From an optimization exercise on the open Yosys and OpenROAD flow, aimed at a short achievable clock period and few clock cycles; shortcuts taken in it are not production practice.
Only simulation tests tie the RTL to the original design; equivalence was not proved.
No activity file was given, so power comes from the tool's default toggle rates.

<file path="flow/run.sh">
#!/bin/bash
# synth_recipe.tcl (not shown) runs the flow's synth.tcl, then flattens the netlist and writes it again
# the make line also repeats each setting of config.mk as NAME=value (left out here)
make -C /OpenROAD-flow-scripts/flow DESIGN_CONFIG=/design/flow/config.mk WORK_HOME=/design/flow/orfs CLKGATE_MAP_FILE= SYNTH_SCRIPT=/design/flow/synth_recipe.tcl finish
</file>
<file path="flow/config.mk">
export PLATFORM = sky130hd
export DESIGN_NAME = lce
export DESIGN_NICKNAME = lce
export VERILOG_FILES = /design/flow/design.v
export SDC_FILE = /design/flow/constraint.sdc
export NUM_CORES = 4
export LEC_CHECK = 0
export CAP_MARGIN = 20
export CORE_MARGIN = 2
export CORE_UTILIZATION = 40
export SLEW_MARGIN = 20
</file>
<file path="flow/constraint.sdc">
create_clock -name core_clock -period 10.0 [get_ports {clk}]
set_input_delay 2.0000 -clock core_clock [delete_from_list [all_inputs] [get_ports {clk}]]
set_output_delay 2.0000 -clock core_clock [all_outputs]
set_load 0.01 [all_outputs]
</file>
<file path="flow/design.v">
module lce #(
    parameter MAX_LEN = 64,
    parameter IDXW    = 8             
) (
    input  wire                    clk,
    input  wire                    rst,         
    input  wire                    in_valid,
    input  wire                    in_kind,     
    input  wire [15:0]             in_data,     
    output wire                    in_ready,
    output wire [7:0]              status,
    output wire [15:0]             flags,
    output wire [IDXW-1:0]         nbits,
    output wire [IDXW-1:0]         nsig,
    output wire [IDXW-1:0]         pal_start,
    output wire [IDXW-1:0]         pal_len,
    output wire [IDXW-1:0]         zr_start,
    output wire [IDXW-1:0]         zr_count,
    output wire [MAX_LEN-1:0]      bits_buf,
    output wire [4*MAX_LEN-1:0]    sig_buf
);
    localparam N  = MAX_LEN;
    localparam NS = 2*MAX_LEN;        
    localparam [1:0] LV_ZERO = 2'b00, LV_POS = 2'b01, LV_NEG = 2'b11;
    localparam [1:0] ERR_INVSEL = 2'd1, ERR_CAP = 2'd2, ERR_PRECOND = 2'd3;
    localparam [1:0] M_B8ZS = 2'd1, M_HDB3 = 2'd2, M_ZRUN = 2'd3;
    reg [N-1:0]         bits_q;
    reg [2*NS-1:0]      sig_q;
    reg [IDXW-1:0]      nbits_q, nsig_q;
    reg                 fault_q;
    reg [1:0]           errcode_q;
    reg [2:0]           sig_scheme_q;
    reg [1:0]           sig_scr_q;
    reg                 double_q, pal_valid_q, zr_valid_q;
    reg [IDXW-1:0]      pal_start_q, pal_len_q, zr_start_q, zr_count_q;
    reg                 ready_q, busy_q;
    reg [N:0]           oh_q;          
    reg                 par_q;         
    reg [N-1:0]         pb_q;          
    reg [N:1]           s_q;
    reg [N-1:0]         r_q, rv_q;
    reg [N:0]           bloh_q;        
    reg [IDXW-1:0]      bl_q, pst_q;   
    reg [IDXW-1:0]      d_q;           
    reg [IDXW-1:0]      zas_q, zal_q, zbs_q, zbl_q;
    reg [2*N-1:0]       b8_q;
    reg [2:0]           zc8_q;
    reg                 s8_q;
    reg [IDXW-1:0]      cs8_q, b8s_q, b8l_q;
    reg [2*N-1:0]       hd_q;
    reg [1:0]           zch_q;
    reg                 och_q, sh_q;
    reg [IDXW-1:0]      csh_q, hds_q, hdl_q;
    reg                 fv_q;
    reg                 szk_q;
    reg [IDXW-1:0]      szs_q, szl_q;
    reg [1:0]           mode_q;
    reg [IDXW-1:0]      k_q;
    reg [3:0]           zc_q;
    reg                 oc_q, sp_q;
    reg [IDXW-1:0]      cur_start_q, cur_len_q;
    assign in_ready  = ready_q;
    assign status    = {4'b0, errcode_q, fault_q, busy_q};
    assign flags     = {8'b0, zr_valid_q, pal_valid_q, double_q, sig_scr_q, sig_scheme_q};
    assign nbits     = nbits_q;
    assign nsig      = nsig_q;
    assign pal_start = pal_start_q;
    assign pal_len   = pal_len_q;
    assign zr_start  = zr_start_q;
    assign zr_count  = zr_count_q;
    assign bits_buf  = bits_q;
    assign sig_buf   = sig_q;
    function [1:0] lv;                
        input pos;
        lv = pos ? LV_POS : LV_NEG;
    endfunction
    wire [3:0] grp = in_data[15:12];
    wire [3:0] sel = in_data[11:8];
    wire       imm_zero = (in_data[7:0] == 8'd0);
    wire is_nop   = imm_zero && grp == 4'd0 && sel == 4'd0;
    wire is_clrb  = imm_zero && grp == 4'd0 && sel == 4'd1;
    wire is_enc   = imm_zero && grp == 4'd2 && sel <= 4'd4;
    wire is_snone = imm_zero && grp == 4'd3 && sel == 4'd0;
    wire is_scr   = imm_zero && grp == 4'd3 && (sel == 4'd1 || sel == 4'd2);
    wire is_apal  = imm_zero && grp == 4'd4 && sel == 4'd0;
    wire is_azrun = imm_zero && grp == 4'd4 && sel == 4'd1;
    wire cmd_valid = is_nop | is_clrb | is_enc | is_snone | is_scr | is_apal | is_azrun;
    wire scr_ok    = (sig_scheme_q == 3'd4) && (sig_scr_q == 2'd0);
    wire acc      = in_valid & ready_q & ~fault_q;
    wire acc_cmd  = acc & ~in_kind;
    wire do_push  = acc & in_kind & ~oh_q[N];
    wire do_clrb  = acc_cmd & is_clrb;
    wire do_enc   = acc_cmd & is_enc;
    wire do_scr   = acc_cmd & is_scr & scr_ok;
    wire do_scrf  = do_scr & fv_q;           
    wire do_scrs  = do_scr & ~fv_q;          
    wire do_apal  = acc_cmd & is_apal;
    wire do_azrun = acc_cmd & is_azrun;
    wire do_azf   = do_azrun & szk_q;
    wire do_azs   = do_azrun & ~szk_q;
    wire b        = in_data[0];
    wire [N-1:0] sx   = {s_q[N-1:1], 1'b1};           
    wire [N-1:0] pm   = sx & rv_q;                    
    wire [N-1:0] a2   = bloh_q[N-1:0] & pm;           
    wire [N-1:0] a1   = bloh_q[N:1]   & pm;           
    wire hit2_1 = |(a2 & r_q),  hit2_0 = |(a2 & ~r_q);
    wire hit1_1 = bloh_q[0] | (|(a1 & r_q));
    wire hit1_0 = bloh_q[0] | (|(a1 & ~r_q));
    wire hit2   = b ? hit2_1 : hit2_0;
    wire hit1   = b ? hit1_1 : hit1_0;
    wire [N:1] s_new1 = {pm & r_q,  1'b1};
    wire [N:1] s_new0 = {pm & ~r_q, 1'b1};
    wire [IDXW-1:0] b8_fs = (zc8_q > b8l_q) ? cs8_q : b8s_q;
    wire [IDXW-1:0] b8_fl = (zc8_q > b8l_q) ? {5'd0, zc8_q} : b8l_q;
    wire [IDXW-1:0] hd_fs = ({6'd0, zch_q} > hdl_q) ? csh_q : hds_q;
    wire [IDXW-1:0] hd_fl = ({6'd0, zch_q} > hdl_q) ? {6'd0, zch_q} : hdl_q;
    wire [IDXW-1:0] hd_ss = och_q ? csh_q : csh_q + 1'b1;    
    wire [IDXW-1:0] hd_sl = och_q ? 8'd3 : 8'd2;
    reg [2*NS-1:0] enc_v;
    integer j;
    always @(*) begin
        for (j = 0; j < NS; j = j + 1) begin
            if (sel[2]) begin                        
                enc_v[2*j +: 2] = (j < N) ? {bits_q[j % N] & pb_q[j % N], bits_q[j % N]}
                                          : {~bits_q[j/2] ^ j[0], 1'b1};
            end else if (sel[1]) begin               
                enc_v[2*j +: 2] = {(bits_q[j/2] ^ (sel[0] & pb_q[j/2])) ^ j[0], 1'b1};
            end else begin                           
                enc_v[2*j +: 2] = (j < N) ? {~(bits_q[j % N] ^ (sel[0] & pb_q[j % N])), 1'b1}
                                          : {~bits_q[j/2] ^ j[0], 1'b1};
            end
        end
    end
    wire [1:0]  e0     = sig_q[1:0];
    wire        act    = (k_q < nsig_q);
    wire [3:0]  zc_inc = (e0 == LV_ZERO) ? zc_q + 4'd1 : 4'd0;
    reg [2*NS-1:0] rot_t;
    reg         sub8, subh, subhb;
    always @(*) begin
        sub8  = act && (mode_q == M_B8ZS) && (zc_inc == 4'd8);
        subh  = act && (mode_q == M_HDB3) && (e0 == LV_ZERO) && (zc_inc == 4'd4);
        subhb = subh && !oc_q;
        rot_t = sig_q;
        if (sub8) begin
            rot_t[1:0]     = lv(~sp_q);
            rot_t[253:252] = lv(sp_q);
        end
        if (subh) rot_t[1:0] = lv(sp_q);
        if (subhb) rot_t[251:250] = lv(sp_q);
    end
    wire slow_run = (mode_q != 2'd0);
    wire slow_end = slow_run && (k_q == NS - 1);
    integer i;
    always @(posedge clk) begin
        if (do_push) begin
            r_q <= {r_q[N-2:0], b};
            s_q <= b ? s_new1 : s_new0;
        end
        for (i = 0; i < N; i = i + 1) begin
            if (do_push && oh_q[i]) begin
                bits_q[i] <= b;
                pb_q[i]   <= par_q;
                b8_q[2*i +: 2] <= b ? {par_q, 1'b1} : (zc8_q == 3'd7) ? {s8_q, 1'b1} : LV_ZERO;
                hd_q[2*i +: 2] <= b ? {par_q, 1'b1} : (zch_q == 2'd3) ? {~sh_q, 1'b1} : LV_ZERO;
            end
            if (i + 2 <= N)
                if (do_push && oh_q[i+2] && !b && zc8_q == 3'd7)
                    b8_q[2*i +: 2] <= {~s8_q, 1'b1};
            if (i + 3 <= N)
                if (do_push && oh_q[i+3] && !b && zch_q == 2'd3 && !och_q)
                    hd_q[2*i +: 2] <= {~sh_q, 1'b1};
        end
        if (do_enc)
            sig_q <= enc_v;
        else if (do_scrf)
            sig_q[2*N-1:0] <= sel[1] ? hd_q : b8_q;
        else if (slow_run)
            sig_q <= {rot_t[1:0], rot_t[2*NS-1:2]};
    end
    always @(posedge clk) begin
        if (rst) begin
            ready_q      <= 1'b1;
            busy_q       <= 1'b0;
            nbits_q      <= 0;
            nsig_q       <= 0;
            fault_q      <= 1'b0;
            errcode_q    <= 2'd0;
            sig_scheme_q <= 3'd7;
            sig_scr_q    <= 2'd0;
            double_q     <= 1'b0;
            pal_valid_q  <= 1'b0;
            zr_valid_q   <= 1'b0;
            pal_start_q  <= 0;
            pal_len_q    <= 0;
            zr_start_q   <= 0;
            zr_count_q   <= 0;
            oh_q         <= 1;
            par_q        <= 1'b0;
            rv_q         <= 0;
            bloh_q       <= 1;
            bl_q         <= 0;
            pst_q        <= 0;
            d_q          <= 0;
            zas_q        <= 0;
            zal_q        <= 0;
            zbs_q        <= 0;
            zbl_q        <= 0;
            zc8_q        <= 3'd0;
            s8_q         <= 1'b1;
            cs8_q        <= 0;
            b8s_q        <= 0;
            b8l_q        <= 0;
            zch_q        <= 2'd0;
            och_q        <= 1'b0;
            sh_q         <= 1'b1;
            csh_q        <= 0;
            hds_q        <= 0;
            hdl_q        <= 0;
            fv_q         <= 1'b0;
            szk_q        <= 1'b1;
            szs_q        <= 0;
            szl_q        <= 0;
            mode_q       <= 2'd0;
            k_q          <= 0;
            zc_q         <= 4'd0;
            oc_q         <= 1'b0;
            sp_q         <= 1'b1;
            cur_start_q  <= 0;
            cur_len_q    <= 0;
        end else begin
            if (acc & in_kind & oh_q[N]) begin
                fault_q   <= 1'b1;
                errcode_q <= ERR_CAP;
            end
            if (do_push) begin
                nbits_q     <= nbits_q + 1'b1;
                oh_q        <= {oh_q[N-1:0], 1'b0};
                par_q       <= par_q ^ b;
                rv_q        <= {rv_q[N-2:0], 1'b1};
                pal_valid_q <= 1'b0;
                fv_q        <= 1'b0;
                if (hit2) begin
                    bl_q   <= bl_q + 2'd2;
                    bloh_q <= {bloh_q[N-2:0], 2'b0};
                    pst_q  <= d_q - 1'b1;
                    d_q    <= d_q - 1'b1;
                end else if (hit1) begin
                    bl_q   <= bl_q + 1'b1;
                    bloh_q <= {bloh_q[N-1:0], 1'b0};
                    pst_q  <= d_q;
                end else begin
                    d_q    <= d_q + 1'b1;
                end
                if (b) begin
                    zal_q <= 0;
                end else begin
                    if (zal_q == 0) zas_q <= nbits_q;
                    zal_q <= zal_q + 1'b1;
                    if (zal_q + 1'b1 > zbl_q) begin
                        zbl_q <= zal_q + 1'b1;
                        zbs_q <= (zal_q == 0) ? nbits_q : zas_q;
                    end
                end
                if (b) begin
                    if ({5'd0, zc8_q} > b8l_q) begin
                        b8s_q <= cs8_q;
                        b8l_q <= {5'd0, zc8_q};
                    end
                    zc8_q <= 3'd0;
                end else if (zc8_q == 3'd7) begin
                    if (b8l_q < 8'd5) begin
                        b8s_q <= cs8_q;
                        b8l_q <= 8'd5;
                    end
                    s8_q  <= ~s8_q;
                    zc8_q <= 3'd0;
                end else begin
                    if (zc8_q == 3'd0) cs8_q <= nbits_q;
                    zc8_q <= zc8_q + 1'b1;
                end
                if (b) begin
                    if ({6'd0, zch_q} > hdl_q) begin
                        hds_q <= csh_q;
                        hdl_q <= {6'd0, zch_q};
                    end
                    och_q <= ~och_q;
                    zch_q <= 2'd0;
                end else if (zch_q == 2'd3) begin
                    if (hd_sl > hdl_q) begin
                        hds_q <= hd_ss;
                        hdl_q <= hd_sl;
                    end
                    sh_q  <= ~sh_q;
                    och_q <= 1'b0;
                    zch_q <= 2'd0;
                end else begin
                    if (zch_q == 2'd0) csh_q <= nbits_q;
                    zch_q <= zch_q + 1'b1;
                end
            end
            if (acc_cmd) begin
                if (!cmd_valid) begin
                    fault_q   <= 1'b1;
                    errcode_q <= ERR_INVSEL;
                end else if (is_scr && !scr_ok) begin
                    fault_q   <= 1'b1;
                    errcode_q <= ERR_PRECOND;
                end
            end
            if (do_clrb) begin
                nbits_q     <= 0;
                pal_valid_q <= 1'b0;
                fv_q        <= 1'b0;
                oh_q        <= 1;
                par_q       <= 1'b0;
                rv_q        <= 0;
                bloh_q      <= 1;
                bl_q        <= 0;
                pst_q       <= 0;
                d_q         <= 0;
                zas_q       <= 0;
                zal_q       <= 0;
                zbs_q       <= 0;
                zbl_q       <= 0;
                zc8_q       <= 3'd0;
                s8_q        <= 1'b1;
                cs8_q       <= 0;
                b8s_q       <= 0;
                b8l_q       <= 0;
                zch_q       <= 2'd0;
                och_q       <= 1'b0;
                sh_q        <= 1'b1;
                csh_q       <= 0;
                hds_q       <= 0;
                hdl_q       <= 0;
            end
            if (do_enc) begin
                nsig_q       <= sel[1] && !sel[2] ? {nbits_q[IDXW-2:0], 1'b0} : nbits_q;
                sig_scheme_q <= sel[2:0];
                sig_scr_q    <= 2'd0;
                double_q     <= sel[1] && !sel[2];
                zr_valid_q   <= 1'b0;
                fv_q         <= sel[2];
                szk_q        <= 1'b1;
                szs_q        <= sel[2] ? zbs_q : 8'd0;
                szl_q        <= sel[2] ? zbl_q : 8'd0;
            end
            if (do_scrf) begin
                sig_scr_q  <= sel[1] ? 2'd2 : 2'd1;
                zr_valid_q <= 1'b0;
                fv_q       <= 1'b0;
                szk_q      <= 1'b1;
                szs_q      <= sel[1] ? hd_fs : b8_fs;
                szl_q      <= sel[1] ? hd_fl : b8_fl;
            end
            if (do_scrs) begin
                mode_q  <= sel[1] ? M_HDB3 : M_B8ZS;
                ready_q <= 1'b0;
                busy_q  <= 1'b1;
                k_q     <= 0;
                zc_q    <= 4'd0;
                oc_q    <= 1'b0;
                sp_q    <= 1'b1;
            end
            if (do_apal) begin
                pal_len_q   <= bl_q;
                pal_start_q <= pst_q;
                pal_valid_q <= 1'b1;
            end
            if (do_azf) begin
                zr_start_q <= szs_q;
                zr_count_q <= szl_q;
                zr_valid_q <= 1'b1;
            end
            if (do_azs) begin
                mode_q      <= M_ZRUN;
                ready_q     <= 1'b0;
                busy_q      <= 1'b1;
                k_q         <= 0;
                zr_start_q  <= 0;
                zr_count_q  <= 0;
                cur_start_q <= 0;
                cur_len_q   <= 0;
            end
            if (slow_run) begin
                k_q <= k_q + 1'b1;
                case (mode_q)
                M_B8ZS: if (act) zc_q <= sub8 ? 4'd0 : zc_inc;
                M_HDB3: if (act) begin
                    if (e0 != LV_ZERO) begin
                        oc_q <= ~oc_q;
                        zc_q <= 4'd0;
                    end else if (subh) begin
                        oc_q <= 1'b0;
                        zc_q <= 4'd0;
                    end else begin
                        zc_q <= zc_inc;
                    end
                end
                default: if (act) begin
                    if (e0 == LV_ZERO) begin
                        if (cur_len_q == 0)
                            cur_start_q <= k_q;
                        cur_len_q <= cur_len_q + 1'b1;
                        if (cur_len_q + 1'b1 > zr_count_q) begin
                            zr_count_q <= cur_len_q + 1'b1;
                            zr_start_q <= (cur_len_q == 0) ? k_q : cur_start_q;
                        end
                    end else begin
                        cur_len_q <= 0;
                    end
                end
                endcase
                if (sub8 || subh) sp_q <= ~sp_q;
                if (slow_end) begin
                    mode_q  <= 2'd0;
                    ready_q <= 1'b1;
                    busy_q  <= 1'b0;
                    if (mode_q == M_ZRUN) begin
                        zr_valid_q <= 1'b1;
                    end else begin
                        sig_scr_q  <= (mode_q == M_HDB3) ? 2'd2 : 2'd1;
                        zr_valid_q <= 1'b0;
                        szk_q      <= 1'b0;
                    end
                end
            end
        end
    end
endmodule
</file>
==> flow_summary.toml, run 1 <==
[drt]
avgViaCountPerCell = 5.768
antenna_left = 0
drt_wl_total_um = 185000
vias = 44820
drt_iter0_markers = 4883
wl_per_cell_um = 23.81
drtPass1Iterations = 6
drc_errors = 0

[global_route]
grt_overflow = 0
grt_pass1_wl_um = 274600
grt_max_degree = 175
grt_pass1_vias = 41970
antenna_found_initial = 5
grt_usage_pct = 25.48

[power]
p_leak_nw = 23.77
clockPowerShare_pct = 47.9
power_density_nw_per_um2 = 163.4
netSwitchingFraction_pct = 22.54
peakVddDrop_uv = 159.8
seqPwrFrac_pct = 48.5
pwr-share-comb_pct = 3.6
power.internal_w = 0.008243
p_total_w = 0.01064
power_switching_w = 0.002398

[clock_network]
clk_pin_slew_ps = 60
hold_buffers = 0
cts_sinks = 1179
cts_tree = "done"
clockBufferDepth = 3
ctsResizeCount = 0
root_buffer = "clkbuf_16"
post_cts_buffers = 0
clock_latency_ps = 770
cts_buffers = 134
h-tree-depth = 4

[timing]
period_share_pct = 64.32
tightest_slew_ps = 1198
rsz0062_at_grt = "no"
maxSlewViolCount = 0
max_clock_freq_mhz = 155.5
period_minus_slack_ps = 6432
setup_viol = 0
hold_viol_final = 0
skew_ps = 30.70
tns_ps = 0
relSlewSlack_pct = 19.48

[floorplanning]
die_y_um = 375.5
die-area_um2 = 141000
coreArea_um2 = 137200
rows = 136
die_w_um = 375.5
ios = 413
start_util_pct = 40.25

[critical_path]
rr_worst_depth = 8
critPathKind = "primary input to flip-flop"
slowest_delay_ps = 1020
cp_max_fo = 53
crit_arrival_ps = 6830
critical-path-top-delay-family = "simple AND/OR/NAND/NOR gates"
slowest_stage = "nor4_2"
critPathBufInv = 3
required_ps = 10390
cp.depth = 9
crit_chain = "clkdlybuf4s50_1 > nor4_2 > nand4_1 > nor4_2 > and2_4 > nor2_4 > buf_4 > nand2_4 > buf_4"
worst_setup_path_end_kind = "flip-flop"
start_kind = "primary input"

[layout]
final_cells = 7770
final_util_pct = 47.49
drive_above_1_share_pct = 6.612
fill_cells = 12770
ff_latch_area_um2 = 30020
area_growth_pct = 17.99
design_area_um2 = 65130
multi_input_area_um2 = 23230
fin_nets = 5935

[logic_synthesis]
yosysUniqueCellTypes = 74
syn_avg_cell_area_um2 = 9.828
ys.flop_type = "edfxtp_1"
syn_inst = 5617
ys_seq_area_share_pct = 54.38
synth_seq_cells = 1179
async_flop_share_pct = 0
yosys_warnings = 1
synth_edf_count = 641
syn_area_um2 = 55200

[job]
drv_cap = 0

[place]
dp.cells = 7520
postPlaceCellArea_um2 = 60580
gp_congestion = 0.9970
dp_hpwl_um = 125300
port_buffers = 400

[outcome]
status = "finished clean"

[worst_hold_path]
hold_depth = 2
min_path_type = "flip-flop to flip-flop"
## per-stage QoR
stage / worst slack (ps) / hold WS, ps
detailed placement: 2778 / 433.9
CTS: 3618 / 442.8
global placement: 2871 / 430.7
floorplan: 566.9 / 422.7
global route: 3331 / 460.0
finish: 3568 / 443.5
## cell type report
cell class / count / share of cell area [%]
sequential: 1179 / 46.09
multi-input combinational: 3930 / 35.67
timing repair buffer: 462 / 6.898
clock buffer: 193 / 6.061
tap: 1794 / 3.446
clock inverter: 55 / 0.9163
inverter: 155 / 0.9086
antenna: 2 / 0.007684
## power groups by stage
stage          Sequential (W)  Clock, W  Combinational [W]
2_1_floorplan         0.00525         0           0.000261
3_3_place_gp          0.00526         0           0.000373
3_5_place_dp          0.00527         0           0.000377
4_1_cts               0.00516   0.00518           0.000378
5_1_grt               0.00517   0.00536           0.000405
6_report              0.00516   0.00510           0.000378
## state kept, by name, summed over array words and instances (netlist names), 62 cells and up
signal,cells
rv_q,64
b8_q,128
oh_q,65
hd_q,128
r_q,64
s_q,62
pb_q,64
bloh_q,65
bits_q,64
sig_q,256
## synth_stat cells (all sizes together), types with 13 or more instances
library cell,count,area share [%]
a31oi,41,0.46
o211ai,117,1.6
o22ai,63,0.71
a22o,41,0.65
nand4b,13,0.21
inv,154,1.1
nor2,392,2.7
a211o,15,0.24
nor4,28,0.37
a311oi,20,0.32
xnor2,131,2.1
xor2,22,0.35
clkbuf,240,1.6
a21oi,477,4.3
a211oi,38,0.52
a221oi,32,0.51
nand3,305,2.8
mux2,73,1.5
a21o,24,0.33
mux2i,292,5.3
nor3,48,0.44
nand2,915,6.2
nand4,99,1.1
edfxtp,641,35
nand2b,73,0.83
nor3b,61,0.83
buf,124,1.1
and3,78,0.88
o21a,40,0.54
and2,20,0.23
o2111ai,26,0.41
dfxtp,538,20
o21ai,235,2.1
ha,53,1.2
a22oi,30,0.41
## logic make-up after synthesis
family,count (synthesis),synth area share [%]
mux,365,6.784
xor+xnor,153,2.428
other cells,1,0.006793
fa+ha+maj,53,1.201
simple gates,2091,17.33
buf+inv,519,3.817
flops,1179,54.38
compound gates,1256,14.05
## cell usage in the layout, fill, tap and decap left out, drive strengths merged, types with 20 or more instances in the layout
cell and n:
and3 78, buf 67, a31oi 41, inv 162, nor3b 61, ha 53, o22ai 63, dfxtp 538
edfxtp 641, o211ai 117, o21a 40, nand2b 73, and2 20, a311oi 20, xnor2 131, nor4 28
clkbuf 193, o2111ai 26, nor3 48, a221oi 32, clkinv 34, o21ai 235, a22oi 30, clkdlybuf4s50 395
nand3 305, nand4 99, a21o 24, nand2 915, mux2 73, a22o 41, xor2 22, mux2i 292
a211oi 38, nor2 392, a21oi 477
## worst reg2reg max path: cells and delay by family, from the launching register on
kind,cells,cell delay (ps)
DFF,1,440
buffers and inverters,2,960
and+or+nand+nor,6,2890
## worst paths after layout
kind                        start              endpoint  slack (ps)
max                    in_data[1]   sig_q[26]$_DFFE_PP_        3570
min          oh_q[0]$_SDFFE_PP1P_  oh_q[0]$_SDFFE_PP1P_         440
max reg2reg    ready_q$_SDFF_PP1_   sig_q[26]$_DFFE_PP_        5300
min reg2reg  oh_q[0]$_SDFFE_PP1P_  oh_q[0]$_SDFFE_PP1P_         440
## routing by layer
layer	vias to the layer above	track usage, %	wire length, um
met2	1809	40.00	83670
li1	20860	-	-
met1	21820	34.91	79420
met3	327	4.854	15260
met4	4	9.495	6596
met5	-	0	27
Testbench counts, summed over its fixed seeds: cycles 16,628.
==> inputs of run 2 (changes only) <==
--- a/flow/design.v
+++ b/flow/design.v
@@ -41,4 +41,5 @@
     reg [N-1:0]         r_q, rv_q;
     reg [N:0]           bloh_q;        
+    reg                 p2_q, x2_q, p1_q, x1_q;
     reg [IDXW-1:0]      bl_q, pst_q;   
     reg [IDXW-1:0]      d_q;           
@@ -100,13 +101,29 @@
     wire do_azs   = do_azrun & ~szk_q;
     wire b        = in_data[0];
-    wire [N-1:0] sx   = {s_q[N-1:1], 1'b1};           
-    wire [N-1:0] pm   = sx & rv_q;                    
-    wire [N-1:0] a2   = bloh_q[N-1:0] & pm;           
-    wire [N-1:0] a1   = bloh_q[N:1]   & pm;           
-    wire hit2_1 = |(a2 & r_q),  hit2_0 = |(a2 & ~r_q);
-    wire hit1_1 = bloh_q[0] | (|(a1 & r_q));
-    wire hit1_0 = bloh_q[0] | (|(a1 & ~r_q));
-    wire hit2   = b ? hit2_1 : hit2_0;
-    wire hit1   = b ? hit1_1 : hit1_0;
+    wire [N-1:0] sx  = {s_q[N-1:1], 1'b1};           
+    wire [N-1:0] pm  = sx & rv_q;
+    wire [N+5:0] t1x = {2'b0, pm & r_q,  3'b111};
+    wire [N+5:0] t0x = {2'b0, pm & ~r_q, 3'b111};
+    wire [N+5:0] rvx = {2'b0, rv_q, 3'b100};
+    wire [N+5:0] rx  = {2'b0, r_q, 3'b000};
+    reg [4:0] t1l, t0l, rvl, rl;
+    integer k, jj;
+    always @(*) begin
+        for (jj = 0; jj < 5; jj = jj + 1) begin
+            t1l[jj] = 1'b0; t0l[jj] = 1'b0; rvl[jj] = 1'b0; rl[jj] = 1'b0;
+            for (k = 0; k <= N; k = k + 1) begin
+                t1l[jj] = t1l[jj] | (bloh_q[k] & t1x[k + jj]);
+                t0l[jj] = t0l[jj] | (bloh_q[k] & t0x[k + jj]);
+                rvl[jj] = rvl[jj] | (bloh_q[k] & rvx[k + jj]);
+                rl[jj]  = rl[jj]  | (bloh_q[k] & rx[k + jj]);
+            end
+        end
+    end
+    wire [4:0] tl   = b ? t1l : t0l;
+    wire hit2 = p2_q & (x2_q == b);
+    wire hit1 = bloh_q[0] | (p1_q & (x1_q == b));
+    wire p2n0 = tl[1] & rvl[2], x2n0 = rl[2], p1n0 = tl[0] & rvl[1], x1n0 = bloh_q[1] ? b : rl[1];
+    wire p2n1 = tl[2] & rvl[3], x2n1 = rl[3], p1n1 = tl[1] & rvl[2], x1n1 = bloh_q[0] ? b : rl[2];
+    wire p2n2 = tl[3] & rvl[4], x2n2 = rl[4], p1n2 = tl[2] & rvl[3], x1n2 = rl[3];
     wire [N:1] s_new1 = {pm & r_q,  1'b1};
     wire [N:1] s_new0 = {pm & ~r_q, 1'b1};
@@ -199,4 +216,8 @@
             rv_q         <= 0;
             bloh_q       <= 1;
+            p2_q         <= 1'b0;
+            x2_q         <= 1'b0;
+            p1_q         <= 1'b0;
+            x1_q         <= 1'b0;
             bl_q         <= 0;
             pst_q        <= 0;
@@ -241,4 +262,11 @@
                 fv_q        <= 1'b0;
                 if (hit2) begin
+                    p2_q <= p2n2; x2_q <= x2n2; p1_q <= p1n2; x1_q <= x1n2;
+                end else if (hit1) begin
+                    p2_q <= p2n1; x2_q <= x2n1; p1_q <= p1n1; x1_q <= x1n1;
+                end else begin
+                    p2_q <= p2n0; x2_q <= x2n0; p1_q <= p1n0; x1_q <= x1n0;
+                end
+                if (hit2) begin
                     bl_q   <= bl_q + 2'd2;
                     bloh_q <= {bloh_q[N-2:0], 2'b0};
@@ -316,4 +344,8 @@
                 rv_q        <= 0;
                 bloh_q      <= 1;
+                p2_q        <= 1'b0;
+                x2_q        <= 1'b0;
+                p1_q        <= 1'b0;
+                x1_q        <= 1'b0;
                 bl_q        <= 0;
                 pst_q       <= 0;
==> flow/flow/run.sh (new file) <==
#!/bin/bash
# Standard layout, with timing repair aimed well below the clock period.
set -o pipefail
bash standard.sh SETUP_SLACK_MARGIN=6.8 TNS_END_PERCENT=10 ABC_CLOCK_PERIOD_IN_PS=2000 finish > standard_flow.log 2>&1
==> flow/standard.sh (new file) <==
#!/bin/bash
# synth_recipe.tcl (not shown) runs the flow's synth.tcl, then flattens the netlist and writes it again
# the make line also repeats each setting of config.mk as NAME=value (left out here)
make -C /OpenROAD-flow-scripts/flow DESIGN_CONFIG=/design/flow/config.mk WORK_HOME=/design/flow/orfs CLKGATE_MAP_FILE= SYNTH_SCRIPT=/design/flow/synth_recipe.tcl "${@:-finish}"
removed: flow/run.sh
==> run 2 against run 1 <==
Effect of this change: non-clock buffer count is 470 higher; cell area grew 19%; clock skew about the same; global-route usage rose by 12 points; routed wire length rose by 74%; sequential share of layout area is 7.2 points lower; area after synthesis increased by 11%; via count up 38%; clock power about the same; sequential power increased by 1%; worst setup slack gained 2700 ps; core utilization increased by 3.5 points; largest cell class unchanged; largest power group unchanged.
==> flow_summary.toml, run 2 <==
[power]
pwr-share-comb_pct = 8.4
clockPowerShare_pct = 45.3
power_switching_w = 0.002994
netSwitchingFraction_pct = 26.50
power.internal_w = 0.008302
peakVddDrop_uv = 122.5
p_leak_nw = 29.06
seqPwrFrac_pct = 46.2
power_density_nw_per_um2 = 145.8

[critical_path]
critical-path-top-delay-family = "simple AND/OR/NAND/NOR gates"
reg2reg_slack_ps = 6520
critPathBufInv = 5
rr_worst_depth = 8
crit_chain = "buf_6 > nor4_4 > nand3_4 > nor4_4 > buf_4 > buf_6 > nand2_8 > buf_16 > buf_16 > a211oi_4 > a31oi_1"
slowest_delay_ps = 410
crit_arrival_ps = 4240
slowest_stage = "nor4_4"
cp.depth = 11
required_ps = 10530
cp_max_fo = 8
worst_setup_path_end_kind = "flip-flop"
critPathKind = "primary input to flip-flop"
start_kind = "primary input"

[drt]
drtPass1Iterations = 9
drt_wl_total_um = 322000
drt_iter0_markers = 10120
drc_errors = 0
antenna_left = 0
vias = 61640
wl_per_cell_um = 35.07
avgViaCountPerCell = 6.712

[layout]
top_regs = "sig_q: 256 flops, b8_q: 128 flops, hd_q: 128 flops"
drive_above_1_share_pct = 17.23
ff_latch_area_um2 = 30170
final_cells = 9183
design_area_um2 = 77460
largest_reg_flops = 256
mostFrequentLayoutCell = "nand2_1"
fill_cells = 13750
most-common-layout-cells = "nand2_1 (866), edfxtp_1 (641), dfxtp_1 (509)"
top_register = "sig_q"
fin_nets = 7103
final_util_pct = 50.99
multi_input_area_um2 = 29610
area_growth_pct = 26.72

[logic_synthesis]
synth_edf_count = 641
yosys_warnings = 1
yosysMostFrequentCell = "nand2_1"
syn_avg_cell_area_um2 = 9.310
synth_seq_cells = 1183
ys_top_cells_by_count = "nand2_1 (902), edfxtp_1 (641), dfxtp_1 (542)"
synth.area.top_cells = "edfxtp_1 (31%), dfxtp_1 (18%), nand2_1 (5.5%)"
yosysTopAreaCell = "edfxtp_1"
syn_area_um2 = 61130
yosys.area.top_type_share_pct = 31.49
yosysUniqueCellTypes = 76
ys.flop_type = "edfxtp_1"
syn_inst = 6566
ys_seq_area_share_pct = 49.24
async_flop_share_pct = 0

[clock_network]
h-tree-depth = 4
cts_sinks = 1183
cts_buffers = 137
hold_buffers = 0
clock_latency_ps = 820
clockBufferDepth = 3
clk_pin_slew_ps = 60
cts_tree = "done"
root_buffer = "clkbuf_16"

[timing]
max_clock_freq_mhz = 269.6
period_minus_slack_ps = 3709
period_share_pct = 37.09
hold_viol_final = 0
maxSlewViolCount = 0
skew_ps = 30.43
setup_viol = 0
rsz0062_at_grt = "yes"
relSlewSlack_pct = 18.79
tns_ps = 0
tightest_slew_ps = 1214

[worst_hold_path]
hold_depth = 2
min_path_type = "flip-flop to flip-flop"

[job]
drv_cap = 0

[global_route]
antenna_found_initial = 21
grt_overflow = 0
grt_max_degree = 100
grt_pass1_wl_um = 427000
grt_usage_pct = 37.91
grt_pass1_vias = 55160

[floorplanning]
rows = 143
ios = 413
die_y_um = 394.9
coreArea_um2 = 151900
die_w_um = 394.9
die-area_um2 = 156000
start_util_pct = 40.24

[place]
port_buffers = 400
gp_congestion = 1.065
dp.cells = 8521
postPlaceCellArea_um2 = 66610
dp_hpwl_um = 182900

[outcome]
status = "finished clean"
run 2: changes by cell type after synthesis, moves of 89 or more:
cell      delta
a211oi_1   +134
a221oi_1   +112
a22oi_1    +222
clkbuf_1   +293
nand3_1    -105
nor2_1      +89
o21ai_0    +103
run 2: per-stage QoR:
step	setup WS [ps]	total power, W	hold slack, ps
after CTS	6405	0.01119	448.6
after floorplan	4491	0.005738	420.6
after global placement	3607	0.006089	433.2
after global routing	6294	0.01151	460.1
final	6291	0.01130	448.4
after detailed placement	3599	0.006085	440.5
run 2: worst paths after layout:
path,from,end
worst max-delay path,in_data[6],sig_q[92]$_DFFE_PP_
worst min-delay path,pal_start_q[2]$_SDFFE_PP0P_,pal_start_q[2]$_SDFFE_PP0P_
worst max register to register,r_q[8]$_DFFE_PP_,x1_q$_SDFFE_PP0P_
worst min register to register,pal_start_q[2]$_SDFFE_PP0P_,pal_start_q[2]$_SDFFE_PP0P_
run 2: kinds of logic (layout without fill, tap and decap cells):
logic type | after synthesis | count (layout) | share of synthesized area (%)
multiplexers | 296 | 296 | 4.870
AND/OR/NAND/NOR | 2241 | 2253 | 17.47
flip-flops | 1183 | 1183 | 49.24
AO/OA/AOI/OAI | 1871 | 1877 | 20.31
XOR/XNOR | 144 | 144 | 2.063
buffers and inverters | 777 | 1326 | 4.960
other | 1 | 21 | 0.006135
adder cells (fa/ha/maj) | 53 | 53 | 1.085
run 2: tightest hold or removal path, cell delays in order, from the launching register on:
cell,delay (ps)
dfxtp_1,300
nand2_1,50
a21oi_1,50
run 2: metal layers:
layer  vias up  part of all wire (%)  track usage [%]
met3      1352                    13            11.70
li1      25270                     -                -
met2      4988                    42            55.49
met4        16                   7.7            23.06
met5         -                 0.036                0
met1     30020                    37            48.89
run 2: area by class of cell:
cell class / instances / area share (%)
multi-input cells: 4635 / 38.23
diodes: 9 / 0.02908
inverters: 139 / 0.7285
flip-flops and latches: 1183 / 38.94
repair buffers: 932 / 12.91
repair inverters: 2 / 0.04200
clock buffers: 189 / 4.903
well taps: 2030 / 3.279
clock inverters: 64 / 0.9369
run 2: what timing repair did:
item,in CTS,in global routing
pin swaps,27,75
endpoints found under the setup margin,1961,1769
resized for setup,883,362
gates cloned,65,35
buffers inserted,194,105
run 2: power by group through the flow:
| stage | sequential (W) | clock, W | combinational [W] |
|---|---|---|---|
| final | 0.00522 | 0.00512 | 0.000954 |
| after global routing | 0.00522 | 0.00534 | 0.000951 |
| after CTS | 0.00522 | 0.00514 | 0.000830 |
| after detailed placement | 0.00533 | 0 | 0.000759 |
| after global placement | 0.00533 | 0 | 0.000763 |
| after floorplan | 0.00527 | 0 | 0.000467 |
Testbench counts of run 2, summed over its fixed seeds: cycles 16,628.

## re-timing with driven ports
How much do the figures lean on ideal ports? The routed layouts below were timed once more, with nothing changed but the port constraints.
Step 1 assumes that a clkbuf_16 drives the clock port and a buf_2 every other input.
Step 2 moves the port delays by t, midway between the first and last clock arrival at a register: inputs arrive t later, outputs are due t later. That takes back most of the time a late clock gives input paths.
a / b / c = ideal / step 1 / step 2; a / b = the first two.
run | t, ns | setup slack, ns | clock arrival spread, ns | slew at the worst register clock pin (ns)
run 1 | 0.832 | 3.568 / 3.623 / 2.791 | 0.037 / 0.038 | 0.07 / 0.07
run 2 | 0.883 | 6.291 / 6.182 / 5.300 | 0.035 / 0.035 | 0.07 / 0.07
After both steps every run listed still meets setup and hold. For run 2, which loses most, drivers alone change the setup slack by -0.109 ns; drivers and shift together by -0.991 ns.
